This design comes from an exercise in tuning for small area on the open sky130 flow, not from production work. No functional check of the RTL was part of any run shown here. Power is estimated from default activity; no workload was simulated.

**constraint.sdc**
```tcl
create_clock -name core_clock -period 10.0 [get_ports {clk}]
set_input_delay 2.0000 -clock core_clock [delete_from_list [all_inputs] [get_ports {clk}]]
set_output_delay 2.0000 -clock core_clock [all_outputs]
set_load 0.01 [all_outputs]
```
**config.mk**
```make
export PLATFORM = sky130hd
export DESIGN_NAME = tw_master
export DESIGN_NICKNAME = tw_master
export VERILOG_FILES = /design/flow/design.v
export SDC_FILE = /design/flow/constraint.sdc
export NUM_CORES = 4
export LEC_CHECK = 0
export ABC_AREA = 1
export CAP_MARGIN = 20
export CORE_MARGIN = 2
export CORE_UTILIZATION = 40
export CTS_CLUSTER_DIAMETER = 60
export CTS_CLUSTER_SIZE = 30
export SLEW_MARGIN = 20
```
**run.sh**
```bash
#!/bin/bash
# synth_recipe.tcl (not shown) runs the flow's synth.tcl, then flattens the netlist and writes it again
# the make line also repeats each setting of config.mk as NAME=value (left out here)
make -C /OpenROAD-flow-scripts/flow DESIGN_CONFIG=/design/flow/config.mk WORK_HOME=/design/flow/orfs CLKGATE_MAP_FILE= SYNTH_SCRIPT=/design/flow/synth_recipe.tcl finish
```
**design.v**
```verilog
module tw_prim (
    input  wire       clk,
    input  wire       rst,
    input  wire [2:0] go,          
    input  wire       rep,         
    input  wire       cfg,         
    input  wire       rd,          
    input  wire [8:0] ld,          
    input  wire       ldok,        
    input  wire [1:0] scl_pin,
    input  wire [1:0] sda_pin,
    input  wire [1:0] speed,
    output wire       idle,        
    output reg        err,         
    output reg        arb,         
    output reg  [8:0] sh,
    output wire       ev_valid,
    input  wire       ev_ready,
    output reg  [2:0] ev_kind,
    output reg  [1:0] ev_pin,
    output wire [7:0] ev_arg,
    input  wire       smp_level
);
    localparam [2:0] EV_CFG = 3'd0, EV_LOW = 3'd1, EV_REL = 3'd2, EV_SMP = 3'd3, EV_WAIT = 3'd4;
    localparam [4:0]
        S_IDLE    = 5'd0,
        SR_RELSDA = 5'd1,  SR_W = 5'd2,  SR_RELSCL = 5'd3,
        SI_RELSDA = 5'd4,  SI_RELSCL = 5'd5,  SI_W = 5'd6,  SI_SMP = 5'd7,
        ST_W1 = 5'd8, ST_LOWSDA = 5'd9, ST_W2 = 5'd10, ST_LOWSCL = 5'd11, ST_W3 = 5'd12,
        SP_LOWSDA = 5'd13, SP_W1 = 5'd14, SP_RELSCL = 5'd15, SP_W2 = 5'd16, SP_RELSDA = 5'd17,
        SP_W3 = 5'd18,
        B_SDA = 5'd19, B_LOW1 = 5'd20, B_W1 = 5'd21, B_REL = 5'd22, B_WL = 5'd23, B_SMP = 5'd24,
        B_LOW2 = 5'd25, B_W2 = 5'd26,
        X_SCL = 5'd27,    
        X_SDA = 5'd28,    
        L_BYTE = 5'd29;   
    reg  [4:0] ps;
    reg        sw;            
    reg  [3:0] polls;
    reg  [3:0] bitn;
    assign idle = (ps == S_IDLE);
    wire fire = ev_valid & ev_ready;
    wire [7:0] s_delay = (speed == 2'd0) ? 8'd40 : (speed == 2'd1) ? 8'd20 :
                         (speed == 2'd2) ? 8'd10 : 8'd5;
    assign ev_arg = (ps == B_WL) ? {s_delay[6:0], 1'b0} : s_delay;
    reg evv;
    always @(*) begin
        evv     = 1'b1;
        ev_kind = EV_WAIT;
        ev_pin  = sda_pin;
        case (ps)
            SR_RELSDA, SI_RELSDA, SP_RELSDA:
                ev_kind = EV_REL;
            X_SDA:
                ev_kind = cfg ? EV_CFG : EV_REL;
            SR_RELSCL, SI_RELSCL, SP_RELSCL, B_REL:
                begin ev_kind = EV_REL; ev_pin = scl_pin; end
            X_SCL:
                begin ev_kind = cfg ? EV_CFG : EV_REL; ev_pin = scl_pin; end
            SI_SMP, B_SMP:
                ev_kind = EV_SMP;
            ST_LOWSDA, SP_LOWSDA:
                ev_kind = EV_LOW;
            ST_LOWSCL, B_LOW1, B_LOW2:
                begin ev_kind = EV_LOW; ev_pin = scl_pin; end
            B_SDA:
                ev_kind = sh[8] ? EV_REL : EV_LOW;
            SR_W, SI_W, ST_W1, ST_W2, ST_W3, SP_W1, SP_W2, SP_W3, B_W1, B_WL, B_W2: ;
            default: evv = 1'b0;
        endcase
        if (sw) begin
            ev_kind = EV_SMP;
            ev_pin  = scl_pin;
        end
    end
    assign ev_valid = evv | sw;
    wire bit8   = (bitn == 4'd8);
    wire smpbit = rd ^ bit8;                     
    wire [4:0] ps1 = ps + 5'd1;
    always @(posedge clk) begin
        if (sw) begin
            if (fire) begin
                if (smp_level) begin
                    sw <= 1'b0;
                end else if (polls == 4'd11) begin
                    sw  <= 1'b0;
                    err <= 1'b1;
                    ps  <= X_SCL;
                end else begin
                    polls <= polls + 4'd1;
                end
            end
        end else if (fire) begin
            ps <= ps1;
            case (ps)
                SR_RELSCL: begin ps <= ST_W1; sw <= 1'b1; polls <= 4'd0; end
                SI_SMP: begin
                    if (smp_level) begin
                        sw <= 1'b1; polls <= 4'd0;
                    end else begin
                        ps <= X_SCL; err <= 1'b1; arb <= 1'b1;
                    end
                end
                ST_W3:     ps <= X_SDA;
                SP_RELSCL, B_REL: begin sw <= 1'b1; polls <= 4'd0; end
                B_WL: begin
                    if (!smpbit) begin
                        ps <= B_LOW2;
                        if (!bit8)
                            sh <= {sh[7:0], 1'b0};
                    end
                end
                B_SMP:     sh <= {sh[7:0], smp_level};
                B_W2: begin
                    bitn <= bitn + 4'd1;
                    if (bit8)
                        ps <= rd ? X_SDA : S_IDLE;
                    else
                        ps <= B_SDA;
                end
                SP_W3, X_SDA: ps <= S_IDLE;
                default: ;
            endcase
        end
        if (ps == L_BYTE && ldok) begin
            ps   <= B_SDA;
            bitn <= 4'd0;
            sh   <= ld;
        end
        if (go != 3'd0) begin
            err <= 1'b0;
            arb <= 1'b0;
            case (go)
                3'd1:    ps <= rep ? SR_RELSDA : SI_RELSDA;
                3'd2:    ps <= SP_LOWSDA;
                3'd3:    ps <= L_BYTE;
                default: ps <= X_SCL;
            endcase
        end
        if (rst) begin
            ps <= S_IDLE;
            sw <= 1'b0;
        end
    end
endmodule
module tw_ring #(
    parameter W     = 8,
    parameter NLANE = 16,
    parameter AW    = 4
) (
    input  wire          clk,
    input  wire          ins,        
    input  wire [W-1:0]  din,
    input  wire [AW-1:0] rsel,       
    output wire [W-1:0]  dout
);
    reg [W-1:0] lane [0:NLANE-1];
    integer p;
    always @(posedge clk) begin
        lane[0] <= ins ? din : lane[NLANE-1];
        for (p = 1; p < NLANE; p = p + 1)
            lane[p] <= lane[p-1];
    end
    assign dout = lane[rsel];
endmodule
module tw_txring (
    input  wire       clk,
    input  wire       clr,         
    input  wire       we,
    input  wire [3:0] wsel,
    input  wire [7:0] wdata,
    output wire [8:0] lane0
);
    reg  [8:0] lane [0:15];
    integer p;
    always @(posedge clk) begin
        for (p = 0; p < 16; p = p + 1) begin
            if (we && wsel == p)
                lane[p] <= {1'b1, wdata};
            else if (p == 0)
                lane[p] <= {lane[15][8] & ~clr, lane[15][7:0]};
            else
                lane[p] <= lane[p-1];
        end
    end
    assign lane0 = lane[0];
endmodule
module tw_master (
    input  wire        clk,
    input  wire        rst,
    input  wire        cmd_valid,
    output wire        cmd_ready,
    input  wire [31:0] cmd,
    output reg         done,
    output wire [7:0]  status,
    output reg  [7:0]  result,
    output wire        faulted,
    output wire [7:0]  fault_reason,
    input  wire        tx_we,
    input  wire [3:0]  tx_addr,
    input  wire [7:0]  tx_data,
    output wire        ev_valid,
    input  wire        ev_ready,
    output wire [2:0]  ev_kind,
    output wire [1:0]  ev_pin,
    output wire [7:0]  ev_arg,
    input  wire        smp_level,
    output reg         tw_init,
    output reg         tw_in_tx,
    output reg  [1:0]  tw_speed,
    input  wire [3:0]  rx_idx,
    output wire [7:0]  rx_data,
    output reg  [3:0]  dev_count,
    input  wire [2:0]  dl_idx,
    output wire [6:0]  dl_addr
);
    localparam [3:0] C_INIT = 4'h0, C_SPEED = 4'h1, C_START = 4'h2, C_STOP = 4'h3,
                     C_WB = 4'h4, C_RB = 4'h5, C_WBS = 4'h6, C_RBS = 4'h7,
                     C_SRW = 4'h8, C_SW = 4'h9, C_SR = 4'hA, C_SCAN = 4'hB, C_FREE = 4'hC;
    localparam [1:0] K_SRW = 2'd0, K_SW = 2'd1, K_SR = 2'd2, K_SCAN = 2'd3;
    localparam [3:0] ST_OK = 4'h0, ST_CONFLICT = 4'h1, ST_ARB = 4'h3, ST_LCS = 4'h4,
                     ST_NOACK = 4'h5, ST_OUTSIDE = 4'h9, ST_OOM = 4'hB;
    localparam [2:0] G_NONE = 3'd0, G_START = 3'd1, G_STOP = 3'd2, G_BYTE = 3'd3, G_FF = 3'd4;
    localparam [4:0]
        P_IDLE = 5'd0, P_CFG = 5'd1, P_START = 5'd2, P_STOP = 5'd3, P_WB = 5'd4, P_RB = 5'd5,
        P_CHK0 = 5'd6, P_CHK1 = 5'd7, P_WBS = 5'd8, P_RBS = 5'd9, P_FFNA = 5'd10,
        P_SRW_S = 5'd11, P_SRW_A = 5'd12, P_SRW_P = 5'd13, P_REG = 5'd14, P_SCAN_P = 5'd15,
        P_SCAN_E = 5'd16;
    reg  [3:0] rot;           
    reg        init;          
    reg  [4:0] ph;
    reg  [1:0] op;
    reg  [7:0] opa;
    reg  [7:0] opb;           
    reg  [1:0] scl_pin;
    reg  [1:0] sda_pin;
    reg  [3:0] st;
    reg  [3:0] fr;
    wire clr = rst | init;
    assign status       = {4'd0, st};
    assign fault_reason = {4'd0, fr};
    assign faulted      = |fr;
    assign cmd_ready    = (ph == P_IDLE) & ~faulted & ~init;
    wire [8:0] tx0;
    tw_txring u_tx (
        .clk(clk), .clr(clr), .we(tx_we & cmd_ready), .wsel(tx_addr + rot),
        .wdata(tx_data), .lane0(tx0)
    );
    wire [3:0] l0     = 4'd1 - rot;              
    wire [3:0] irot   = opb[3:0] + rot;
    wire       txslot = (irot == 4'd1);          
    wire       rxslot = (irot == 4'd15);         
    reg  [2:0] go;
    reg  [8:0] ld;
    wire       p_idle, p_err, p_arb;
    wire [8:0] sh;
    tw_prim u_prim (
        .clk(clk), .rst(rst), .go(go),
        .rep(tw_in_tx & (ph != P_SRW_P) & (ph != P_SCAN_P)),
        .cfg(ph == P_CFG), .rd((ph == P_RB) || (ph == P_RBS)), .ld(ld),
        .ldok((ph != P_WBS) || txslot),
        .scl_pin(scl_pin), .sda_pin(sda_pin), .speed(tw_speed),
        .idle(p_idle), .err(p_err), .arb(p_arb), .sh(sh),
        .ev_valid(ev_valid), .ev_ready(ev_ready), .ev_kind(ev_kind), .ev_pin(ev_pin),
        .ev_arg(ev_arg), .smp_level(smp_level)
    );
    wire       rx_ins;
    wire [7:0] rx_out;
    tw_ring #(.W(8), .NLANE(16), .AW(4)) u_rx (
        .clk(clk), .ins(rx_ins | clr), .din(clr ? 8'd0 : sh[7:0]),
        .rsel(rx_idx + rot), .dout(rx_out)
    );
    assign rx_data = init ? 8'd0 : rx_out;
    wire       dl_ins;
    wire       dlslot = (dev_count[2:0] + rot[2:0] == 3'd7);
    tw_ring #(.W(7), .NLANE(8), .AW(3)) u_dl (
        .clk(clk), .ins(dl_ins), .din(opa[6:0]),
        .rsel(dl_idx + rot[2:0]), .dout(dl_addr)
    );
    wire [7:0] c_a = cmd[23:16];
    wire [7:0] c_b = cmd[15:8];
    wire [7:0] c_c = cmd[7:0];
    wire [3:0] c_o = cmd[27:24];
    reg c_legal, c_reserved;
    always @(*) begin
        c_legal    = (cmd[31:28] == 4'h1) && (c_o <= C_FREE);
        c_reserved = 1'b0;
        case (c_o)
            C_INIT:             c_reserved = (c_c != 8'd0);
            C_SPEED:            c_reserved = (cmd[23:18] != 6'd0) || (cmd[15:0] != 16'd0);
            C_START, C_STOP, C_SCAN, C_FREE:
                                c_reserved = (cmd[23:0] != 24'd0);
            C_WB, C_WBS, C_RBS: c_reserved = (cmd[15:0] != 16'd0);
            C_RB:               c_reserved = (cmd[23:17] != 7'd0) || (cmd[15:0] != 16'd0);
            C_SRW:              c_reserved = (cmd[15:9] != 7'd0) || (c_c != 8'd0);
            C_SW, C_SR:         c_reserved = c_a[7] || (c_c != 8'd0);
            default:            c_reserved = 1'b0;
        endcase
    end
    wire c_needs_init = !(c_o == C_INIT || c_o == C_SPEED || c_o == C_STOP || c_o == C_FREE);
    wire c_byte_xfer  = (c_o[3:2] == 2'b01);
    wire c_len_op     = (c_o[3:1] == 3'b011);
    reg [3:0] c_fault;
    always @(*) begin
        if (!c_legal)                                  c_fault = 4'h1;
        else if (c_reserved)                           c_fault = 4'h2;
        else if (c_needs_init && !tw_init)             c_fault = 4'h3;
        else if (c_byte_xfer && !tw_in_tx)             c_fault = 4'h4;
        else if (c_len_op && c_a > 8'd16)              c_fault = 4'h9;
        else if (c_o == C_INIT && (c_a[7:2] != 6'd0 || c_b[7:2] != 6'd0))
                                                       c_fault = 4'h5;
        else if (c_o == C_INIT && c_a[1:0] == c_b[1:0]) c_fault = 4'h6;
        else                                           c_fault = 4'h0;
    end
    wire last_i    = ({1'b0, opb[3:0]} + 5'd1 == opa[4:0]);
    wire scan      = (op == K_SCAN);
    wire scan_last = (opa[6:0] == 7'h77);
    wire nack      = sh[0];
    wire accept    = cmd_valid & cmd_ready;
    wire at_end    = p_idle && (ph != P_IDLE);
    assign rx_ins = at_end && (ph == P_RBS) && !p_err && rxslot;
    assign dl_ins = at_end && (ph == P_SCAN_P) && !p_err && !dev_count[3] && dlslot;
    always @(*) begin
        case (ph)
            P_WB:    ld = {opa, 1'b1};
            P_RB:    ld = {8'hFF, opa[0]};
            P_WBS:   ld = {tx0[7:0], 1'b1};
            P_RBS:   ld = {8'hFF, last_i};
            P_SRW_A: ld = (op == K_SRW) ? {opa, 1'b1} : {opa[6:0], opa[7], 1'b1};
            default: ld = {opb, 1'b1};        
        endcase
    end
    reg [4:0] nph;       
    reg       fin;       
    always @(*) begin
        nph = ph;
        fin = 1'b0;
        go  = G_NONE;
        if (ph == P_IDLE) begin
            if (accept && c_fault == 4'h0) begin
                case (c_o)
                    C_INIT:  if (tw_init) fin = 1'b1;
                             else begin nph = P_CFG; go = G_FF; end
                    C_START: begin nph = P_START; go = G_START; end
                    C_STOP:  if (!tw_in_tx) fin = 1'b1;
                             else begin nph = P_STOP; go = G_STOP; end
                    C_WB:    begin nph = P_WB; go = G_BYTE; end
                    C_RB:    begin nph = P_RB; go = G_BYTE; end
                    C_WBS, C_RBS:
                             if (c_a == 8'd0) fin = 1'b1;
                             else if (c_o == C_WBS) nph = P_CHK0;
                             else begin nph = P_RBS; go = G_BYTE; end
                    C_SRW, C_SW, C_SR, C_SCAN:
                             begin nph = P_SRW_S; go = G_START; end
                    default: fin = 1'b1;         
                endcase
            end
        end else if (ph == P_CHK0 || ph == P_CHK1) begin
            if ({1'b0, l0} < opa[4:0] && !tx0[8])
                nph = P_IDLE;                    
            else if (ph == P_CHK0 && rot == 4'd0)
                nph = P_CHK1;
            else if (ph == P_CHK1 && rot == 4'd15) begin
                nph = P_WBS; go = G_BYTE;
            end
        end else if (at_end) begin
            case (ph)
                P_WBS:
                    if (p_err) fin = 1'b1;
                    else if (nack) begin nph = P_FFNA; go = G_FF; end
                    else if (last_i) fin = 1'b1;
                    else go = G_BYTE;
                P_RBS:
                    if (p_err || rxslot && last_i) fin = 1'b1;
                    else if (rxslot) go = G_BYTE;
                P_SRW_S:
                    if (p_err) fin = 1'b1;
                    else begin nph = P_SRW_A; go = G_BYTE; end
                P_SRW_A:
                    if (p_err) fin = 1'b1;
                    else if (nack) begin
                        if (op != K_SRW || opb[0]) begin nph = P_SRW_P; go = G_STOP; end
                        else fin = 1'b1;
                    end else begin
                        case (op)
                            K_SW:    begin nph = P_REG; go = G_BYTE; end
                            K_SR:    if (opa[7]) fin = 1'b1;
                                     else begin nph = P_REG; go = G_BYTE; end
                            K_SCAN:  begin nph = P_SCAN_P; go = G_STOP; end
                            default: fin = 1'b1;
                        endcase
                    end
                P_SRW_P:
                    if (!scan) fin = 1'b1;
                    else if (scan_last) nph = P_SCAN_E;
                    else begin nph = P_SRW_S; go = G_START; end
                P_REG:
                    if (p_err) fin = 1'b1;
                    else if (nack) begin nph = P_FFNA; go = G_FF; end
                    else if (op == K_SR) begin nph = P_SRW_S; go = G_START; end
                    else fin = 1'b1;
                P_SCAN_P:
                    if (p_err || dev_count[3]) fin = 1'b1;
                    else if (dlslot) begin
                        if (scan_last) nph = P_SCAN_E;
                        else begin nph = P_SRW_S; go = G_START; end
                    end
                default:
                    fin = 1'b1;      
            endcase
        end
        if (fin)
            nph = P_IDLE;
    end
    always @(posedge clk) begin
        rot <= rot + 4'd1;
        if (rot == 4'd15)
            init <= 1'b0;
        done <= fin;
        ph   <= nph;
        if (ph == P_IDLE) begin
            if (accept) begin
                op  <= c_o[1:0];
                opa <= (c_o == C_SCAN) ? 8'h08 : c_a;
                opb <= c_b;
                st  <= ST_OK;
                fr  <= c_fault;
                if (c_fault == 4'h0) begin
                    case (c_o)
                        C_INIT: begin
                            if (tw_init && !(c_a[1:0] == scl_pin && c_b[1:0] == sda_pin))
                                st <= ST_CONFLICT;
                            if (!tw_init) begin
                                scl_pin <= c_a[1:0];
                                sda_pin <= c_b[1:0];
                            end
                        end
                        C_SPEED: tw_speed <= c_a[1:0];
                        C_STOP:  if (!tw_in_tx) st <= ST_OUTSIDE;
                        C_SCAN, C_FREE: dev_count <= 4'd0;
                        default: ;
                    endcase
                end
            end
        end else if (ph == P_CHK0 || ph == P_CHK1) begin
            if (nph == P_IDLE)
                fr <= 4'hA;
        end else if (at_end) begin
            if (p_err && ph != P_SCAN_E)
                st <= p_arb ? ST_ARB : ST_LCS;
            if (go == G_BYTE && (ph == P_WBS || ph == P_RBS))
                opb <= opb + 8'd1;
            case (ph)
                P_CFG: begin
                    tw_speed <= 2'd1;
                    tw_init  <= 1'b1;
                end
                P_START, P_SRW_S: begin
                    tw_in_tx <= !p_err;
                    if (p_err && ph == P_SRW_S && scan) dev_count <= 4'd0;
                end
                P_WB, P_RB: begin
                    if (p_err) tw_in_tx <= 1'b0;
                    else result <= sh[7:0];
                end
                P_SRW_A: begin
                    if (p_err) begin
                        tw_in_tx <= 1'b0;
                        if (scan) dev_count <= 4'd0;
                    end else if (nack && !(op != K_SRW || opb[0]))
                        st <= ST_NOACK;
                end
                P_SRW_P: begin
                    tw_in_tx <= 1'b0;
                    st <= scan ? ST_OK : ST_NOACK;
                    if (nph == P_SRW_S) opa <= opa + 8'd1;
                end
                P_REG:
                    if (p_err) tw_in_tx <= 1'b0;
                    else if (!nack && op == K_SR) opa[7] <= 1'b1;
                P_SCAN_P: begin
                    tw_in_tx <= 1'b0;
                    if (p_err || dev_count[3])
                        dev_count <= 4'd0;
                    else if (dlslot) begin
                        dev_count <= dev_count + 4'd1;
                        opa <= opa + 8'd1;
                    end
                    if (!p_err && dev_count[3])
                        st <= ST_OOM;
                end
                P_SCAN_E:
                    result <= {4'd0, dev_count};
                default: begin   
                    if (ph != P_WBS && ph != P_RBS || p_err)
                        tw_in_tx <= 1'b0;
                    if (ph == P_FFNA)
                        st <= ST_NOACK;
                end
            endcase
        end
        if (rst) begin
            rot       <= 4'd1;
            init      <= 1'b1;
            ph        <= P_IDLE;
            done      <= 1'b0;
            st        <= ST_OK;
            fr        <= 4'd0;
            result    <= 8'd0;
            tw_init   <= 1'b0;
            tw_in_tx  <= 1'b0;
            tw_speed  <= 2'd0;
            dev_count <= 4'd0;
        end
    end
endmodule
```
==> results.txt, run 1 <==
Worst setup path:
- In this run the register-to-register setup slack is 5.75 ns.
- The worst setup path is captured at an output pin.
- For the worst setup path, the data required time is 8.00 ns.
- The maximum net fanout on the critical path is 16.
- Data on the critical path arrives at its endpoint at 5.81 ns.
- STA classifies the critical path startpoint as a primary input.
- The worst setup path is of the primary input to output pin kind.

Status:
- The run finished with no timing, DRC or antenna violations.

Logic synthesis:
- The commonest register cell after synthesis is dfxtp_1.
- The Yosys warning count is 8.
- In this run, synthesis produced a sequential element count of 410.
- The instance count of the mapped netlist is 2119.
- The number of different library cells in the post-synthesis netlist is 70.
- Ranked by total cell area, the synthesized netlist is headed by dfxtp_1 44%, nand2_1 9.5%, edfxtp_1 6.1%, inv_1 5.6%, o21ai_0 5.4%.
- dfxtp_1 takes more of the synthesized area than any other cell.
- For this run, the register share of the synthesized area comes to 0.4993.
- The mean cell area of the mapped netlist is 8.089 µm².
- Of all flip-flops after synthesis, the portion carrying an async set or reset was 0.
- In this run the cell area of the synthesized design comes to 17140 µm².
- Of the post-synthesis cell area, the dominant cell type holds 0.4380.
- The count of flip-flops with a built-in enable after synthesis is 35.

Detailed routing:
- The final routed wire length divided by cell count is 17.54 µm.
- The post-route DRC violation count is 0.
- Using the TritonRoute via totals, the vias-per-cell ratio works out to 5.263.
- The iteration-0 DRC count of the detailed router is 1192.
- The detailed-route via count is 14600.
- The total length of routed wires is 48.64 mm.
- The number of nets with antenna violations after routing is 0.
- Before antenna repair, the detailed router went through 9 iterations.

Pwr:
- VDD sags by at most 129.0 µV.
- The leakage power of the design is 0.008186 µW.
- In this run the power density over the cells is 226.1 nW/µm².

Global route:
- The final global-route overflow total is 0.
- The first global-routing pass estimated 76.11 mm of wire.
- In the global route stage, overall resource usage came out at 0.2158.
- The number of antenna violations at the first check in global routing came to 0.
- The via count of the first global-routing pass is 13890.
- Entering global routing, the biggest net connects 30 pins.

Timing:
- The max-slew violation count was 0.
- The worst clock skew is 0.01813 ns.
- In the finished design, the share of the clock period the worst path needs comes to 0.7814.
- The highest clock rate is 0.1280 GHz.
- The final setup violation count is 0.
- The worst-case headroom to the max-slew limit is 0.3212.
- The final-report hold violation count is 0.
- Subtracting the final worst setup slack from the clock period gives 7.814 ns.
- Setup repair after global routing left no endpoint under its margin.
- At the pin with the least slew margin, the transition time is 1.014 ns.
- The post-route setup TNS is 0 ns.

Place:
- The placed cell area is 18690 µm².
- The number of buffer cells added on primary ports is 111.
- The global placer's final weighted congestion is 0.9430.
- The HPWL after detailed placement is 36.34 mm.

Finish:
- Fill cells in the final layout number 4128.
- Registers take 8558 µm².
- The area used by multi-input combinational logic is 7261 µm².
- Leaving out fill and tap cells, the most frequent cells in the layout are 435 x nand2_1, 375 x dfxtp_1, 256 x inv_1.
- The fraction of final layout cells sized beyond drive strength 1 is 0.06309.
- The final net count is 2309.
- The final design area excluding fillers is 19880 µm².
- The number of antenna diodes is 0.
- The most common cell after layout, fill and taps aside is nand2_1.
- The share of the core filled with cells is 0.4718.
- The synthesis-to-layout area growth is 15.97%.

Floorplan:
- The count of standard-cell rows is 75.
- The core region area is 42130 µm².
- The die outline area is 44530 µm².
- The floorplan die width is 211.0 µm.
- From bottom edge to top edge, the die measures 211.0 µm.
- Pin placement for this block handled 121 I/O pins.
- For this configuration, the core starts out at a cell density of 0.4068.

Clocking:
- In this run the number of H-tree levels came out at 1.
- The clock tree from TritonCTS is done.
- The later pin in the worst-skew pair is clocked with a latency of 0.60 ns.
- CTS placed an instance of clkbuf_16 at the clock tree root.
- The count of clock tree sinks is 410.
- After clock tree synthesis, the clock-pin slew on the worst setup and hold paths is 0.09 ns.
- Once the clock tree was built, the resizer swapped 0 gates to a different size.
- The maximum count of clock buffers along a single path is 3.
- TritonCTS created 30 clock buffers.
- The number of setup buffers added after CTS is 0.
- The hold buffer count at CTS is 0.

Job:
- The total of max-cap violations is 0.

Worst hold path:
- The kind of path behind the tightest hold check is register to register.
where the power goes:
group / leakage (µW) / total [µW] / switching [µW] / internal [µW]
logic: 0.00427 / 1280 / 860 / 419
clock network: 0.000570 / 1390 / 727 / 667
registers: 0.00334 / 1820 / 87.7 / 1730
worst max-delay path, cell delays in order:
cell             delay [ns]
clkdlybuf4s50_1        0.41
ha_1                   0.22
fa_1                   0.38
xnor2_1                0.28
inv_1                  0.11
nor2_1                 0.79
nand2_1                0.32
inv_1                  0.35
a211oi_1               0.11
a41oi_1                0.26
clkdlybuf4s50_1        0.58
cells in the mapped netlist, types with 10 or more instances:
cell type	number
a221oi_1	22
o21ai_0	184
inv_1	256
xnor2_1	12
clkbuf_1	44
nand4_1	29
nor4_1	12
a21oi_1	84
o21ai_1	39
a22o_1	10
a211oi_1	13
nand2_1	435
nor2_1	182
nand2_2	11
edfxtp_1	35
xor2_1	15
dfxtp_1	375
o22ai_1	23
nor3_1	34
nor2_4	11
inv_2	17
nor2_2	11
buf_4	12
ha_1	36
nand3_1	111
o2111ai_1	12
state kept, by name, summed over array words and instances (netlist names), 2 cells and up:
signal / cells
u_prim.bitn: 4
sda_pin: 2
tw_speed: 2
u_prim.sh: 9
opa: 8
u_rx.lane: 128
fr: 4
rot: 4
opb: 8
dev_count: 4
u_prim.ps: 5
result: 8
u_tx.lane: 144
u_dl.lane: 56
op: 2
scl_pin: 2
ph: 5
st: 4
u_prim.polls: 4
final timing paths:
path	cells after the start	start	to
worst max-delay path	11	rx_idx[0]	rx_data[4]
worst min-delay path	0	u_rx.lane[6][4]$_DFF_P_	u_rx.lane[7][4]$_DFF_P_
worst max register to register	17	ph[0]$_SDFF_PP0_	opa[0]$_DFFE_PP_
worst min register to register	0	u_rx.lane[6][4]$_DFF_P_	u_rx.lane[7][4]$_DFF_P_
routing by layer:
layer | vias to the layer above | global-route usage | share of wire
met4 | 0 | 0.06775 | 0.032
met2 | 514 | 0.3367 | 0.44
met5 | - | 0 | 0
li1 | 7207 | - | -
met1 | 6771 | 0.3055 | 0.47
met3 | 107 | 0.03553 | 0.063
metrics by stage:
stage               std cells  power [µW]  worst slack [ns]  hold slack (ns)
finish                   2774        4494             2.186           0.3440
global route             2774        4739             1.906           0.3480
CTS                      2774        4507             2.188           0.3460
detailed placement       2718        3119             2.250           0.3356
global placement         2718        3109             2.290           0.3313
floorplan                2127        2686             4.012           0.3259
cell type report:
type / count / share of cell area
Sequential cell: 410 / 0.4305
Multi-Input combinational cell: 1375 / 0.3652
Timing Repair Buffer: 117 / 0.05816
Inverter: 277 / 0.05237
Clock buffer: 31 / 0.03902
Tap cell: 539 / 0.03392
Clock inverter: 25 / 0.02077
logic make-up (layout without fill, tap and decap cells):
family | Yosys count | in the layout | share of synthesized area
buffers and inverters | 342 | 450 | 0.07890
and+or+nand+nor | 861 | 861 | 0.2235
adders and majority gates | 41 | 41 | 0.03212
muxes | 2 | 2 | 0.001314
AOI/OAI and AO/OA | 435 | 435 | 0.1509
other | 1 | 9 | 0.0002188
xor gates and xnor gates | 27 | 27 | 0.01380
DFF | 410 | 410 | 0.4993
==> run 2, diff against run 1 <==
==> flow/run.sh (new file) <==
#!/bin/bash
# Own layout flow: the standard ORFS flow, with two changes to how the
# layout is made:
#  - technology mapping in synthesis uses ABC's area-oriented mapper (amap)
#    instead of ORFS's default ABC script (flip-flop mapping is unchanged);
#  - port buffers use sky130_fd_sc_hd__buf_1.
# Each tool's full output goes to a log file in the work folder.
set -euo pipefail
W=$(pwd)
rm -rf "$W/scripts_local"
cp -r "$FLOW_HOME/scripts" "$W/scripts_local"
cp "$W/flow/abc_area.script" "$W/scripts_local/abc_area.script"
export SCRIPTS_DIR="$W/scripts_local"
export BUFFER_PORTS_ARGS="-buffer_cell sky130_fd_sc_hd__buf_1"
bash "$W/standard.sh" synth > "$W/synth.log" 2>&1
bash "$W/standard.sh" > "$W/layout.log" 2>&1
==> flow/abc_area.script (new file) <==
strash
dch -f
amap
topo
==> standard.sh (new file) <==
#!/bin/bash
# synth_recipe.tcl (not shown) runs the flow's synth.tcl, then flattens the netlist and writes it again
# the make line also repeats each setting of config.mk as NAME=value (left out here)
make -C /OpenROAD-flow-scripts/flow DESIGN_CONFIG=/design/flow/config.mk WORK_HOME=/design/flow/orfs CLKGATE_MAP_FILE= SYNTH_SCRIPT=/design/flow/synth_recipe.tcl "${@:-finish}"
--- a/config.mk
+++ b/config.mk
@@ -9,6 +9,4 @@
 export CAP_MARGIN = 20
 export CORE_MARGIN = 2
 export CORE_UTILIZATION = 40
-export CTS_CLUSTER_DIAMETER = 60
-export CTS_CLUSTER_SIZE = 30
 export SLEW_MARGIN = 20
removed: run.sh
==> results.txt, run 2 <==
Timing:
- The slew at the pin closest to its max-slew limit is 1.125 ns (+0.1111 ns).
- The worst-case headroom to the max-slew limit is 0.2418 (-0.07948).
- The period utilization is 0.7520 (-0.02948).
- The shortest period the worst path allows is 7.520 ns (-0.2948 ns).
- The final-report hold violation count was 0 (unchanged).
- The final setup violation count is 0 (unchanged).
- The worst clock skew came to 0.03080 ns (+0.01267 ns).
- Setup repair after global routing left no endpoint under its margin.
- The highest clock rate is 0.1330 GHz (+3.9%).
- The post-route setup TNS is 0 ns (unchanged).
- The max-slew violation count is 0 (unchanged).

Worst setup path:
- The worst path required time is 8.00 ns (about the same).
- In this design, the largest share of critical-path delay is due to compound AO/OA/AOI/OAI gates.
- The critical path capture point type is an output pin.
- The worst setup slack for register-to-register paths is 4.56 ns (-1.19 ns).
- The worst stage delay on the critical path was 0.86 ns (+0.07 ns).
- The beginning of the worst register-to-register path is ph[3]$_SDFF_PP0_.
- The number of buffer and inverter instances along the worst setup path came to 4 (unchanged).
- The arrival time at the worst endpoint was 5.52 ns (-0.29 ns).
- The cell type of the slowest stage on the worst timing path is nor3_1.
- The depth of the worst register-to-register path was 19 (+2).
- The maximum net fanout on the critical path is 9 (-7).
- The critical path launch point type is a primary input.
- The critical path is of the primary input to output pin type.
- Traced cell by cell, the critical path runs through buf_1, ha_1, clkinv_1, nor2_1, nor2_1, o21ai_1, clkinv_1, nor3_1, a22o_1, a221o_1, a2111oi_0, a41oi_1, buf_1.
- The worst register-to-register path ends at opa[6]$_DFFE_PP_.

Floorplan:
- The die outline area is 41270 µm² (-7.3%).
- The number of I/O pins is 121 (unchanged).
- The count of standard-cell rows is 72 (-4.0%).
- The overall die height is 203.1 µm (-3.7%).
- The starting density of the core is 0.4076 (+0.0007703).
- The floorplan die width is 203.1 µm (-3.7%).
- The core region area is 38920 µm² (-7.6%).

Logic synthesis:
- The area share of xor/xnor cells in the synthesized design came to 0 (-0.01380).
- The simple-gate area share of the yosys netlist is 0.1532 (-0.07032).
- The share of synthesized flip-flops with an asynchronous set or reset is 0 (unchanged).
- After synthesis, the cell types taking the most area are dfxtp_1 47%, o22a_1 7.3%, edfxtp_1 6.6%, nor2_1 5.2%, clkinv_1 4.4%.
- The multiplexer share of the synthesized area came to 0 (-0.001314).
- The largest total area in the synthesized netlist belongs to dfxtp_1.
- The commonest register cell after synthesis is dfxtp_1.
- The largest family of logic cells by synthesized area is compound AO/OA/AOI/OAI gates.
- The count of flip-flops with a built-in enable after synthesis is 35 (unchanged).
- The Yosys warning count came to 8 (unchanged).
- The most numerous cell in the Yosys netlist is dfxtp_1.
- The mean cell area of the mapped netlist came to 9.493 µm² (+17%).
- By count the netlist is led by 375 x dfxtp_1, 220 x nor2_1, 187 x clkinv_1, 133 x o22a_1, 106 x nand2_1.
- The number of different library cells in the post-synthesis netlist came to 51 (-27%).
- The synthesized flop and latch total is 410 (unchanged).
- The netlist area before placement came to 15860 µm² (-7.5%).
- The share of synthesized cell area in full adder, half adder and majority cells is 0.03471 (+0.002589).
- The area fraction of the dominant cell type after synthesis is 0.4733 (+0.03530).
- The complex-gate fraction of the synthesized area came to 0.2239 (+0.07298).
- The instance count of the mapped netlist is 1671 (-21%).
- The part of the Yosys area used for sequential elements is 0.5395 (+0.04025).

Place:
- The placed cell area was 16990 µm² (-9.1%).
- The number of buffer cells added on primary ports is 111 (unchanged).
- The post-detailed-placement half-perimeter wirelength is 35.13 mm (-3.3%).
- The global placer's final weighted congestion was 0.9353 (-0.82%).

Clocking:
- The post-cts sizing count is 0 (unchanged).
- The number of H-tree levels came to 2 (+1).
- The worst-skew pair later-pin latency is 0.57 ns (-0.03 ns).
- The number of buffers created by CTS is 44 (+47%).
- The number of setup buffers added after CTS came to 0 (unchanged).
- The maximum count of clock buffers along a single path came to 3 (unchanged).
- The clock tree from TritonCTS is done.
- The count of clock tree sinks is 410 (unchanged).
- The clock slew at the register clock pins of the worst setup and hold paths is 0.06 ns (-0.03 ns).
- The hold buffer count at CTS is 0 (unchanged).
- In this run the clock root is driven by a clkbuf_16.

Job:
- The total of max-cap violations is 0 (unchanged).

Global route:
- The via count of the first global-routing pass is 13140 (-5.4%).
- The overall routing resource usage came to 0.2295 (+0.01366).
- The final global-route overflow total is 0 (unchanged).
- The number of antenna violations at the first check in global routing was 0 (unchanged).
- The maximum number of pins on one net before global-route repair was 37 (+23%).
- The wire length of the first global-routing pass is 74.67 mm (-1.9%).

Finish:
- The number of flip-flops under the largest register name is 144 (unchanged).
- Ranked by flip-flop count, first place goes to u_tx.lane.
- From synthesis to final layout, the design area changed by 16.56%.
- The largest registers in the layout are u_tx.lane: 144 flops, u_rx.lane: 128 flops, u_dl.lane: 56 flops.
- The number of antenna diodes was 0 (unchanged).
- The final net count came to 1936 (-16%).
- In the layout the commonest cells are 375 x dfxtp_1, 219 x nor2_1, 188 x clkinv_1.
- The layout filler cell count is 3742 (-9.4%).
- The fraction of final layout cells sized beyond drive strength 1 is 0.04696 (-0.01613).
- The final design area excluding fillers is 18490 µm² (-7.0%).
- The most common cell after layout, fill and taps aside is dfxtp_1.

Worst hold path:
- The number of cells traversed by the worst hold path came to 0 (unchanged).
- The worst hold path terminates at u_rx.lane[13][3]$_DFF_P_.
- The kind of path behind the tightest hold check is register to register.
- In this run the most critical hold path is launched from u_rx.lane[12][3]$_DFF_P_.

Detailed routing:
- The final routed wire length divided by cell count is 20.08 µm (+15%).
- The iteration-0 DRC count of the detailed router is 1110 (-6.9%).
- The ratio of routed vias to standard cells is 5.620 (+6.8%).
- The total length of routed wires is 48.04 mm (-1.2%).
- The number of nets with antenna violations after routing came to 0 (unchanged).
- The detailed-route via count was 13440 (-7.9%).
- The post-route DRC violation count is 0 (unchanged).
- The number of detailed-route iterations in the first pass is 8 (-1).

Pwr:
- The total power per unit cell area came to 234.6 nW/µm² (+3.8%).
- The leakage power of the design came to 0.006645 µW (-19%).
- The power after layout was 4338 µW (-3.5%).
- The worst voltage drop across the vdd grid was 140.8 µV (+9.2%).

Status:
- The run finished with no timing, DRC or antenna violations.
[run 2: changes by cell type in the layout (fill, tap and decap cells not counted), moves of 111 or more]
cell / previous run / this run
o22a_1: 0 / 133
clkinv_1: 3 / 188
inv_1: 256 / 0
clkdlybuf4s50_1: 111 / 0
o21ai_0: 184 / 62
nand2_1: 435 / 106
[run 2: layout make-up]
class | instances | area (µm²) | area share
well taps | 518 | 648.1 | 0.03505
clock inverters | 21 | 260.3 | 0.01408
repair buffers | 122 | 500.5 | 0.02707
flip-flops and latches | 410 | 8558 | 0.4629
multi-input cells | 1073 | 6596 | 0.3567
clock buffers | 61 | 1225 | 0.06625
inverters | 187 | 701.9 | 0.03796
[run 2: routing by layer]
layer  global-route usage  part of all wire  wire, µm  vias to the layer above
met1               0.3155              0.46     22060                     6424
met3              0.05081             0.070      3366                       67
met2               0.3626              0.45     21570                      434
met4              0.06648             0.022      1034                        0
li1                     -                 -         -                     6517
met5                    0                 0         0                        -
[run 2: how the worst max path moves through the flow]
stage	start	cells after the start	slack [ns]	to
after floorplan	rx_idx[0]	9	3.22	rx_data[1]
after global placement	rx_idx[2]	13	2.42	rx_data[1]
after detailed placement	rx_idx[2]	13	2.31	rx_data[1]
after CTS	rx_idx[2]	13	2.30	rx_data[0]
after global routing	rx_idx[1]	13	2.11	rx_data[1]
final	rx_idx[2]	13	2.48	rx_data[1]
[run 2: report_power, final]
| group | internal [µW] | leakage (µW) | switching, µW | total [µW] |
|---|---|---|---|---|
| clock | 976 | 0.000735 | 681 | 1660 |
| sequential | 1740 | 0.00335 | 90.5 | 1830 |
| combinational | 266 | 0.00256 | 586 | 852 |
| total | 2980 | 0.00664 | 1360 | 4340 |
[run 2: cell families (layout without fill, tap and decap cells)]
family | after synthesis | after routing
compound gates | 483 | 483
other cells | 1 | 9
buf+inv | 196 | 391
simple gates | 540 | 540
flops | 410 | 410
fa+ha+maj | 41 | 41
[run 2: per-stage QoR]
step / hold slack [ns] / utilization / setup WS (ns) / cells
after CTS: 0.3430 / 0.4747 / 2.302 / 2392
after detailed placement: 0.3360 / 0.4366 / 2.315 / 2310
after floorplan: 0.3235 / - / 3.224 / 1679
final: 0.3418 / 0.4751 / 2.480 / 2392
after global placement: 0.3330 / 0.4366 / 2.420 / 2310
after global routing: 0.3427 / 0.4751 / 2.111 / 2392
==> run 3, diff against run 2 <==
--- a/flow/run.sh
+++ b/flow/run.sh
@@ -12,5 +12,6 @@
 cp "$W/flow/abc_area.script" "$W/scripts_local/abc_area.script"
 export SCRIPTS_DIR="$W/scripts_local"
 export BUFFER_PORTS_ARGS="-buffer_cell sky130_fd_sc_hd__buf_1"
+export CTS_ARGS="-sink_clustering_enable -repair_clock_nets -sink_clustering_size 30 -sink_clustering_max_diameter 60 -dont_use_dummy_load"
 bash "$W/standard.sh" synth > "$W/synth.log" 2>&1
 bash "$W/standard.sh" > "$W/layout.log" 2>&1
==> results.txt, run 3 <==
Timing:
- The slew at the pin closest to its max-slew limit came to 1.100 ns (-0.02580 ns).
- The post-route setup TNS came to 0 ns (unchanged).
- The final-report hold violation count came to 0 (unchanged).
- Setup repair after global routing left no endpoint under its margin.
- The final worst slack is 2.575 ns (+0.09476 ns).
- The period utilization is 0.7425 (-0.009476).
- The shortest period the worst path allows is 7.425 ns (-0.09476 ns).
- The final setup violation count is 0 (unchanged).
- The highest clock rate is 0.1347 GHz (+1.3%).
- The worst clock skew was 0.06671 ns (+0.03591 ns).
- The worst-case headroom to the max-slew limit is 0.2592 (+0.01738).
- The max-slew violation count was 0 (unchanged).

Finish:
- The layout filler cell count is 3792 (+1.3%).
- The library cells used most frequently in the layout, excluding fill and tap cells, are 375 x dfxtp_1, 219 x nor2_1, 187 x clkinv_1.
- The largest registers in the layout are u_tx.lane: 144 flops, u_rx.lane: 128 flops, u_dl.lane: 56 flops.
- The share of the core filled with cells is 0.4548 (-0.02029).
- The number of flip-flops under the largest register name was 144 (unchanged).
- The fraction of final layout cells sized beyond drive strength 1 came to 0.02471 (-0.02225).
- Leaving out fill and tap cells, the most frequent cell in the layout is dfxtp_1.
- The register containing the most flip-flops in the final layout is u_tx.lane.
- The synthesis-to-layout area growth is 11.59%.
- The number of antenna diodes is 0 (unchanged).
- The final net count came to 1921 (-0.77%).

Worst setup path:
- The worst register-to-register path begins at ph[3]$_SDFF_PP0_.
- The arrival time at the worst endpoint was 5.42 ns (-0.10 ns).
- Tracing the worst setup path back leads to its startpoint at rx_idx[2].
- The critical path capture point type is an output pin.
- The maximum net fanout on the critical path was 9 (unchanged).
- The path type of the worst setup path is primary input to output pin.
- The worst path required time is 8.00 ns (about the same).
- STA classifies the critical path startpoint as a primary input.

Clocking:
- The worst-skew pair later-pin latency is 0.60 ns (+0.03 ns).
- The count of clock tree sinks was 410 (unchanged).
- The clock slew at the register clock pins of the worst setup and hold paths came to 0.10 ns (+0.04 ns).
- The clock tree from TritonCTS is done.
- The maximum count of clock buffers along a single path is 3 (unchanged).
- The post-cts sizing count is 0 (unchanged).
- The hold buffer count at CTS is 0 (unchanged).
- The number of setup buffers added after CTS came to 0 (unchanged).
- The tree is rooted in a clkbuf_16.
- The number of H-tree levels was 1 (-1).
- The number of buffers created by CTS is 28 (-36%).

Logic synthesis:
- The share of synthesized flip-flops with an asynchronous set or reset is 0 (unchanged).
- In the post-synthesis netlist, the biggest area contributors are dfxtp_1 47%, o22a_1 7.3%, edfxtp_1 6.6%, nor2_1 5.2%, clkinv_1 4.4%.
- The mean cell area of the mapped netlist was 9.493 µm² (unchanged).
- The most common cell in the synthesized netlist is dfxtp_1.
- The netlist area before placement came to 15860 µm² (unchanged).
- The count of flip-flops with a built-in enable after synthesis is 35 (unchanged).
- The synthesized flop and latch total is 410 (unchanged).
- The Yosys warning count is 8 (unchanged).
- Counting instances in the post-synthesis netlist gives the leading cell types as 375 x dfxtp_1, 220 x nor2_1, 187 x clkinv_1, 133 x o22a_1, 106 x nand2_1.
- The number of different library cells in the post-synthesis netlist is 51 (unchanged).
- The part of the Yosys area used for sequential elements came to 0.5395 (unchanged).
- The commonest register cell after synthesis is dfxtp_1.
- The area fraction of the dominant cell type after synthesis is 0.4733 (unchanged).
- The instance count of the mapped netlist came to 1671 (unchanged).
- The biggest area consumer among synthesized cells is dfxtp_1.

Place:
- The post-detailed-placement half-perimeter wirelength is 35.13 mm (unchanged).
- The global placer's final weighted congestion is 0.9353 (unchanged).
- The number of buffer cells added on primary ports came to 111 (unchanged).
- The post-placement setup slack is 2.315 ns (unchanged).

Floorplan:
- The count of standard-cell rows is 72 (unchanged).
- The starting density of the core was 0.4076 (unchanged).
- The overall die height is 203.1 µm (unchanged).
- The number of I/O pins is 121 (unchanged).
- The die outline area is 41270 µm² (unchanged).
- The floorplan die width was 203.1 µm (unchanged).
- The core region area is 38920 µm² (unchanged).

Detailed routing:
- The detailed-route via count is 13370 (-0.54%).
- The ratio of routed vias to standard cells is 5.716 (+1.7%).
- The iteration-0 DRC count of the detailed router is 1154 (+4.0%).
- The number of nets with antenna violations after routing was 0 (unchanged).
- The final routed wire length divided by cell count was 20.13 µm (+0.26%).
- The post-route DRC violation count was 0 (unchanged).
- The total length of routed wires is 47.09 mm (-2.0%).
- The number of detailed-route iterations in the first pass is 5 (-3).

Global route:
- The overall routing resource usage is 0.2235 (-0.005961).
- The maximum number of pins on one net before global-route repair is 37 (unchanged).
- The wire length of the first global-routing pass was 73.32 mm (-1.8%).
- The via count of the first global-routing pass is 12830 (-2.4%).
- The final global-route overflow total was 0 (unchanged).
- The number of antenna violations at the first check in global routing came to 0 (unchanged).

Pwr:
- The leakage power of the design is 0.006258 µW (-5.8%).
- The worst voltage drop across the vdd grid came to 117.3 µV (-17%).
- The total power per unit cell area came to 208.7 nW/µm² (-11%).

Job:
- The total of max-cap violations is 0 (unchanged).

Worst hold path:
- The origin of the worst min-delay path is u_dl.lane[3][5]$_DFF_P_.
- The kind of path behind the tightest hold check is register to register.

Status:
- The flow ran to the end and the layout has no timing, DRC or antenna violations.
[run 3: area by class of cell]
cell class	count	area, µm²	share of cell area
flip-flops and latches	410	8558	0.4835
multi-input cells	1073	6586	0.3721
inverters	187	701.9	0.03966
clock buffers	28	700.7	0.03958
well taps	518	648.1	0.03662
repair buffers	123	505.5	0.02856
[run 3: through the flow]
stage               cells  power [µW]  instance area (µm²)  hold slack [ns]
detailed placement   2310        2701                16990           0.3360
global placement     2310        2690                16990           0.3330
finish               2339        3694                17700           0.3144
global route         2339        3871                17700           0.3149
CTS                  2338        3707                17690           0.3145
floorplan            1679        2382                15890           0.3235
[run 3: power breakdown]
part	internal (µW)	switching [µW]
Combinational	266	589
Sequential	1740	91.1
Clock	492	518
Total	2500	1200
[run 3: kinds of logic after synthesis]
kind of cell | after synthesis | share of synthesized area
buffers and inverters | 196 | 0.04851
other | 1 | 0.0002364
adders and majority gates | 41 | 0.03471
and+or+nand+nor | 540 | 0.1532
DFF | 410 | 0.5395
AOI/OAI and AO/OA | 483 | 0.2239
[run 3: path summary, 6_finish.rpt]
kind	endpoint	slack (ns)	depth (start not counted)
min reg2reg	u_dl.lane[4][5]$_DFF_P_	0.31	0
max	rx_data[1]	2.58	13
min	u_dl.lane[4][5]$_DFF_P_	0.31	0
max reg2reg	opa[6]$_DFFE_PP_	4.55	19
[run 3: critical path: stages]
cell	delay [ns]
buf_1	0.08
ha_1	0.27
clkinv_1	0.08
nor2_1	0.11
nor2_1	0.06
o21ai_1	0.57
clkinv_1	0.39
nor3_1	0.87
a22o_1	0.27
a221o_1	0.11
a2111oi_0	0.07
a41oi_1	0.34
buf_1	0.19
[run 3: metal layers]
layer	share of wire	GRT usage	up-vias
met3	0.061	0.03340	62
li1	-	-	6451
met2	0.45	0.3597	426
met1	0.47	0.3174	6431
met4	0.020	0.05109	0
met5	0	0	-
==> run 4, diff against run 3 <==
--- a/flow/run.sh
+++ b/flow/run.sh
@@ -12,6 +12,6 @@
 cp "$W/flow/abc_area.script" "$W/scripts_local/abc_area.script"
 export SCRIPTS_DIR="$W/scripts_local"
 export BUFFER_PORTS_ARGS="-buffer_cell sky130_fd_sc_hd__buf_1"
-export CTS_ARGS="-sink_clustering_enable -repair_clock_nets -sink_clustering_size 30 -sink_clustering_max_diameter 60 -dont_use_dummy_load"
+export CTS_ARGS="-sink_clustering_enable -repair_clock_nets -sink_clustering_size 30 -sink_clustering_max_diameter 60"
 bash "$W/standard.sh" synth > "$W/synth.log" 2>&1
 bash "$W/standard.sh" > "$W/layout.log" 2>&1
--- a/config.mk
+++ b/config.mk
@@ -8,5 +8,5 @@
 export ABC_AREA = 1
 export CAP_MARGIN = 20
 export CORE_MARGIN = 2
-export CORE_UTILIZATION = 40
+export CORE_UTILIZATION = 55
 export SLEW_MARGIN = 20
==> results.txt, run 4 <==
Status:
- The run finished with no timing, DRC or antenna violations.

Pwr:
- The net switching power of the design was 1323 µW (+10%).
- The proportion of power drawn by flip-flops and latches is 0.469 (-0.026).
- The total internal power is 2569 µW (+2.9%).
- The total power per unit cell area was 218.5 nW/µm² (+4.7%).
- The share of total power in the clock network is 0.312 (+0.038).
- The worst voltage drop across the vdd grid is 169.6 µV (+45%).
- The leakage power of the design was 0.006381 µW (+2.0%).
- The power share of the combinational group is 0.219 (-0.012).
- The fraction of power spent switching nets came to 0.3399 (+0.01554).

Finish:
- The fraction of final layout cells sized beyond drive strength 1 is 0.03473 (+0.01001).
- The final net count is 1919 (-0.10%).
- The number of cells in the finished layout apart from fillers is 2227 (-4.8%).
- From synthesis to final layout, the design area changed by 12.27%.
- The final design area excluding fillers is 17810 µm² (+0.62%).
- The number of antenna diodes was 0 (unchanged).
- In the layout the commonest cells are 375 x dfxtp_1, 219 x nor2_1, 188 x clkinv_1.
- The most common cell after layout, fill and taps aside is dfxtp_1.
- The largest registers in the layout are u_tx.lane: 144 flops, u_rx.lane: 128 flops, u_dl.lane: 56 flops.
- The number of flip-flops under the largest register name is 144 (unchanged).
- More flip-flops sit in one register than any other, and that register is u_tx.lane.

Timing:
- The worst hold slack came to 0.3496 ns (+0.03521 ns).
- The final-report hold violation count is 0 (unchanged).
- Setup repair after global routing left no endpoint under its margin.
- The highest clock rate is 0.1296 GHz (-3.7%).
- The worst-case headroom to the max-slew limit came to 0.2638 (+0.004656).
- The worst clock skew is 0.04473 ns (-0.02198 ns).
- The final setup violation count was 0 (unchanged).
- The period utilization came to 0.7714 (+0.02890).
- The max-slew violation count is 0 (unchanged).
- The post-route setup TNS is 0 ns (unchanged).
- The shortest period the worst path allows is 7.714 ns (+0.2889 ns).
- The slew at the pin closest to its max-slew limit is 1.096 ns (-0.003795 ns).

Global route:
- The overall routing resource usage is 0.2865 (+0.06292).
- The number of antenna violations at the first check in global routing is 0 (unchanged).
- The final global-route overflow total came to 0 (unchanged).
- The via count of the first global-routing pass is 12510 (-2.5%).
- The wire length of the first global-routing pass is 69.48 mm (-5.2%).
- The maximum number of pins on one net before global-route repair came to 37 (unchanged).

Place:
- The number of buffer cells added on primary ports is 111 (unchanged).
- The number of placed instances with taps included is 2174 (-5.9%).
- The global placer's final weighted congestion came to 0.9570 (+2.3%).
- The post-detailed-placement half-perimeter wirelength is 32.71 mm (-6.9%).
- The placed cell area is 16810 µm² (-1.1%).

Detailed routing:
- The final routed wire length divided by cell count is 19.70 µm (-2.1%).
- The routed length on met3 is 3.269 mm (+14%).
- The number of nets with antenna violations after routing was 0 (unchanged).
- The total routed wire length on the met1 layer is 20.13 mm (-9.1%).
- The uppermost metal layer occupied by signal nets is met4.
- The detailed-route via count is 13290 (-0.61%).
- The routed length on met2 is 19.34 mm (-8.5%).
- The ratio of routed vias to standard cells is 5.967 (+4.4%).
- The total length of routed wires is 43.88 mm (-6.8%).
- The number of detailed-route iterations in the first pass is 6 (+1).
- The iteration-0 DRC count of the detailed router is 1332 (+15%).
- The post-route DRC violation count came to 0 (unchanged).

Clocking:
- The number of buffers created by CTS was 28 (unchanged).
- The hold buffer count at CTS was 0 (unchanged).
- The count of clock tree sinks is 410 (unchanged).
- The post-cts sizing count is 0 (unchanged).
- The maximum count of clock buffers along a single path is 3 (unchanged).
- The number of setup buffers added after CTS was 0 (unchanged).
- The cell sitting at the root of the clock tree is a clkbuf_16.
- The worst-skew pair later-pin latency is 0.59 ns (about the same).
- The number of H-tree levels is 1 (unchanged).
- The clock slew at the register clock pins of the worst setup and hold paths is 0.10 ns (about the same).
- The clock tree from TritonCTS is done.

Logic synthesis:
- The most numerous cell in the Yosys netlist is dfxtp_1.
- The share of synthesized cell area in full adder, half adder and majority cells is 0.03471 (unchanged).
- The simple-gate area share of the yosys netlist is 0.1532 (unchanged).
- The area fraction of the dominant cell type after synthesis came to 0.4733 (unchanged).
- The multiplexer share of the synthesized area is 0 (unchanged).
- The commonest register cell after synthesis is dfxtp_1.
- After synthesis, the most frequently instantiated cells are 375 x dfxtp_1, 220 x nor2_1, 187 x clkinv_1, 133 x o22a_1, 106 x nand2_1.
- The netlist area before placement is 15860 µm² (unchanged).
- The Yosys warning count is 8 (unchanged).
- Yosys attributes the largest share of cell area to dfxtp_1 47%, o22a_1 7.3%, edfxtp_1 6.6%, nor2_1 5.2%, clkinv_1 4.4%.
- The complex-gate fraction of the synthesized area is 0.2239 (unchanged).
- The synthesized flop and latch total is 410 (unchanged).
- The count of flip-flops with a built-in enable after synthesis is 35 (unchanged).
- The instance count of the mapped netlist is 1671 (unchanged).
- The mean cell area of the mapped netlist is 9.493 µm² (unchanged).
- The number of different library cells in the post-synthesis netlist is 51 (unchanged).
- The biggest area consumer among synthesized cells is dfxtp_1.
- The share of synthesized flip-flops with an asynchronous set or reset is 0 (unchanged).
- By area, the combinational part of the netlist is dominated by compound AO/OA/AOI/OAI gates.
- The area share of xor/xnor cells in the synthesized design was 0 (unchanged).
- The part of the Yosys area used for sequential elements is 0.5395 (unchanged).

Floorplan:
- The core region area is 28550 µm² (-27%).
- The floorplan die width is 173.8 µm (-14%).
- The count of standard-cell rows is 62 (-14%).
- The starting density of the core is 0.5557 (+0.1481).
- The die outline area is 30220 µm² (-27%).
- The overall die height came to 173.8 µm (-14%).
- The number of I/O pins came to 121 (unchanged).

Worst setup path:
- The maximum net fanout on the critical path is 9 (unchanged).
- The worst path required time is 8.00 ns (about the same).
- The depth of the worst register-to-register path is 15 (-4).
- The reg-to-reg critical path endpoint is opa[2]$_DFFE_PP_.
- The critical path is of the primary input to output pin type.
- The arrival time at the worst endpoint is 5.71 ns (+0.29 ns).
- The beginning of the worst register-to-register path is ph[1]$_SDFF_PP0_.
- The critical path launch point type is a primary input.
- The critical path capture point type is an output pin.
- The worst setup slack for register-to-register paths was 4.67 ns (+0.12 ns).

Worst hold path:
- The worst hold path terminates at u_rx.lane[14][1]$_DFF_P_.
- The origin of the worst min-delay path is u_rx.lane[13][1]$_DFF_P_.
- The worst hold path belongs to the class register to register.
- The number of cells traversed by the worst hold path is 0 (unchanged).

Job:
- The total of max-cap violations is 0 (unchanged).
run 4: power groups by stage:
stage,combinational [µW],sequential [µW],clock [µW]
final,850,1830,1210
after global routing,944,1830,1300
after CTS,833,1820,1240
after global placement,824,1860,0
after floorplan,551,1830,0
after detailed placement,829,1860,0
run 4: cell families (layout without fill, tap and decap cells):
logic type                 Yosys count  count (layout)
other                                1               9
buffers and inverters              196             360
AOI/OAI and AO/OA                  483             483
DFF                                410             410
adders and majority gates           41              41
and+or+nand+nor                    540             540
run 4: cell type report:
cell class	count	area (µm²)
Timing Repair Buffer	121	490.5
Fill cell	2519	10740
Inverter	187	701.9
Sequential cell	410	8558
Clock buffer	30	718.2
Multi-Input combinational cell	1073	6586
Tap cell	384	480.5
Clock inverter	22	274.0
run 4: worst max-delay path, cell delays in order:
cell       delay (ns)
buf_1            0.12
ha_1             0.30
a21oi_1          0.06
nor2_1           0.08
nor2_1           0.05
o21ai_0          0.81
clkinv_1         0.44
nor3_1           0.97
a22o_1           0.27
a221o_1          0.10
a2111oi_0        0.06
a41oi_1          0.27
buf_1            0.17
run 4: worst max-delay path by stage:
stage / start / endpoint / slack, ns
2_1_floorplan: rx_idx[0] / rx_data[1] / 3.22
3_3_place_gp: rx_idx[0] / rx_data[0] / 2.42
3_5_place_dp: rx_idx[0] / rx_data[0] / 2.31
4_1_cts: rx_idx[0] / rx_data[0] / 2.24
5_1_grt: rx_idx[1] / rx_data[0] / 1.98
6_report: rx_idx[1] / rx_data[1] / 2.29
run 4: routing by layer:
metal / up-vias / GRT usage
li1: 6489 / -
met1: 6182 / 0.4197
met2: 544 / 0.4427
met3: 74 / 0.04232
met4: 0 / 0.07843
met5: - / 0
run 4: stage by stage:
step	utilization	power, µW	worst slack [ns]
global placement	0.5888	2682	2.422
CTS	0.6235	3893	2.244
global route	0.6239	4078	1.975
finish	0.6239	3891	2.286
detailed placement	0.5888	2689	2.309
floorplan	-	2382	3.224

-- afterwards: timing with drivers on the ports --
No port has a modelled driver above. Below, the same layouts with a new extraction and two added sets of constraints. Step 1 (the two cells are an assumption about what drives the block):
set clk [get_ports {clk}]
set_driving_cell -lib_cell sky130_fd_sc_hd__clkbuf_16 $clk
set_driving_cell -lib_cell sky130_fd_sc_hd__buf_2 [delete_from_list [all_inputs] $clk]
Step 2, shift: input delay + t, output delay - t, t = (earliest + latest rising clock arrival at the registers) / 2. This alone moves slack from input paths to output paths. a / b / c = ideal / step 1 / step 2; a / b = the first two.
run | shift t [ns] | setup WS [ns] | worst hold slack (ns)
run 1 | 0.649 | 2.186 / 2.157 / 2.157 | 0.344 / 0.344 / 0.344
run 2 | 0.609 | 2.480 / 2.460 / 2.430 | 0.342 / 0.342 / 0.342
run 3 | 0.620 | 2.575 / 2.554 / 2.370 | 0.314 / 0.314 / 0.314
run 4 | 0.623 | 2.286 / 2.265 / 2.265 | 0.350 / 0.350 / 0.350
After both steps every run listed still meets setup and hold. For run 3, which loses most, drivers alone change the setup slack by -0.021 ns; drivers and shift together by -0.205 ns.
